Source: an optimization exercise on an open RTL-to-GDS flow (aim: small area, a short achievable clock period and few clock cycles). Production flows keep margins and buffers that such runs may drop.
In this exercise RTL edits were held to simulation tests only and were not proved equivalent to the original.
Power and IR drop assume default switching activity.

onyx:
// cpu4
module cpu4 (
    input  wire       clk,
    input  wire       rst,         
    output wire [7:0] rom_addr,
    input  wire [7:0] rom_data,
    input  wire       img_we,
    input  wire [3:0] img_addr,
    input  wire [3:0] img_data,
    input  wire       in_valid,
    input  wire [3:0] in_data,
    input  wire [3:0] sw_toggle,
    output wire       out_valid,
    output wire [3:0] out_data,
    output wire [3:0] led,
    output wire [3:0] sw,
    output wire       waiting,
    output wire       halted
);
    reg  [7:0] pc;
    reg  [7:0] ir;            
    reg        iv;            
    reg  [3:0] opv;           
    reg        c_sta;         
    reg        c_stai;        
    reg        c_push;        
    reg        c_zmod;        
    reg        c_cmod;        
    reg        c_kill;        
    reg        c_stk;         
    reg        c_ldai;        
    reg        clr_p;         
    reg        jp;            
    reg  [3:0] acc;
    reg        zs;            
    reg        zsave;         
    reg        cf;
    reg  [3:0] spm;           
    reg        s_empty;       
    reg        s_full;        
    reg  [63:0] ram;          
    reg  [127:0] stack;       
    reg  [3:0] led_r;
    reg  [3:0] sw_r;
    reg        wt;            
    reg        ht;            
    reg        ov;            
    wire [3:0] op = ir[7:4];
    wire [3:0] n  = ir[3:0];
    wire       e_ext  = (op == 4'hF);
    wire       e_rst  = iv & e_ext & (n == 4'h1);
    wire       e_pop  = iv & e_ext & (n == 4'h5) & ~s_empty;
    wire       e_ret  = iv & e_ext & (n == 4'h6) & ~s_empty;    
    wire       e_push = iv & c_push & ~s_full;
    wire       ldai1  = iv & c_ldai;
    wire       kill   = iv & (c_kill | c_ldai);
  ...
Size: ~890 cells after synthesis, about 250 flip-flops, about 11,000 sq um of cells after synthesis.
clock: 5.0 ns
lec_check: 0
cap_margin: 20
core_margin: 2
core_utilization: 55
cts_buf_list: sky130_fd_sc_hd__clkbuf_16
cts_cluster_diameter: 90
cts_cluster_size: 26
setup_slack_margin: 2.75
slew_margin: 20
standard.sh (not shown) runs the stock make flow with config.mk's settings and CLKGATE_MAP_FILE= SYNTH_SCRIPT=/design/flow/synth_recipe.tcl, a recipe that flattens the netlist after the stock synthesis.
==> flow/flow/run.sh <==
#!/bin/bash
# The standard layout (standard.sh: the standard flow's synthesis and ORFS flow, unchanged),
# with the ports buffered by sky130_fd_sc_hd__buf_2 instead of the cell
# buffer_ports picks by default. Every port still gets its own buffer.
set -euo pipefail
export BUFFER_PORTS_ARGS="-buffer_cell sky130_fd_sc_hd__buf_2"
bash standard.sh finish > standard.log 2>&1
Testbench counts of onyx, summed over its fixed seeds: cycles 119,591.
## Diff of input files: willow against onyx
diff --git a/flow/config.mk b/flow/config.mk
--- a/flow/config.mk
+++ b/flow/config.mk
@@ -10 +10 @@
-export CORE_UTILIZATION = 55
+export CORE_UTILIZATION = 45
Findings:
- Against onyx, willow reports a cell area that is higher.
- Diff onyx -> willow: relative contribution of the clock network to total power higher, largest clock skew in the final design lower, inverter count roughly the same.
- Cmp willow and onyx / area added between synthesis and finish / lower: onyx
- Looking only at arrival time of the worst setup path, and setting everything else aside, the higher value of willow and onyx goes to willow.
- willow: global-route usage over all layers 3.8 points below onyx
- Looking at capture point of the worst path, the acc[3] result is from onyx; the pc[3] one comes from willow.
- Total power delta for willow relative to onyx: about 1.8% higher
- Average via count per standard cell in willow is about 7% lower than in onyx
- Cmp willow and onyx / setup slack / higher: willow
- Summary: with onyx as the reference, total routed wire length on the met1 layer in willow moved up by more than 10%.
--- input diff willow..violet ---
diff --git a/flow/config.mk b/flow/config.mk
--- a/flow/config.mk
+++ b/flow/config.mk
@@ -10 +10 @@
-export CORE_UTILIZATION = 45
+export CORE_UTILIZATION = 50
@@ -13,2 +13,2 @@
-export CTS_CLUSTER_SIZE = 26
-export SETUP_SLACK_MARGIN = 2.75
+export CTS_CLUSTER_SIZE = 24
+export SETUP_SLACK_MARGIN = 2.8
[summary]
violet was carried through to the last stage, and its layout satisfied the timing, design-rule and antenna checks.
violet vs willow — horizontal die dimension dropped by a few percent
Power density over the cells for violet: 3.3 nW/um^2 down relative to willow
Slack of the critical path sits higher in violet than in willow.
In violet relative to willow, DRC marker count from the first detailed-route iteration had gone up by more than 10%.
As far as power is concerned, violet and willow perform about the same.
Compared with willow, violet shows a lower power dissipated by switching net loads.

==> re-timing with driven ports <==
The results above use ideal ports. As a check the final layouts listed here were re-extracted and re-timed, cells and wires unchanged. Step 1 sets driving cells, clkbuf_16 on the clock port and buf_2 on the other inputs (assumed; they add their load-dependent delay and slew). Step 2, shift: input delay + t, output delay - t, t = (earliest + latest rising clock arrival at the registers) / 2. This alone moves slack from input paths to output paths. Slacks: ideal ports / drivers / drivers and shift; pairs: ideal ports / drivers.
run | t, ns | setup WS [ns] | hold WS [ns] | worst setup path at the end | worst data-port slew with drivers (ns)
onyx | 0.540 | 2.712 / 2.712 / 2.281 | 0.486 / 0.486 / 0.486 | input to register | 0.04
willow | 0.535 | 2.740 / 2.731 / 2.274 | 0.468 / 0.468 / 0.468 | input to register | 0.07
violet | 0.530 | 2.754 / 2.754 / 2.322 | 0.508 / 0.508 / 0.508 | input to register | 0.07
After both steps setup and hold are still met in every run listed. The setup slack of willow, which loses most, moves by -0.009 ns with the drivers and by -0.466 ns with both steps.
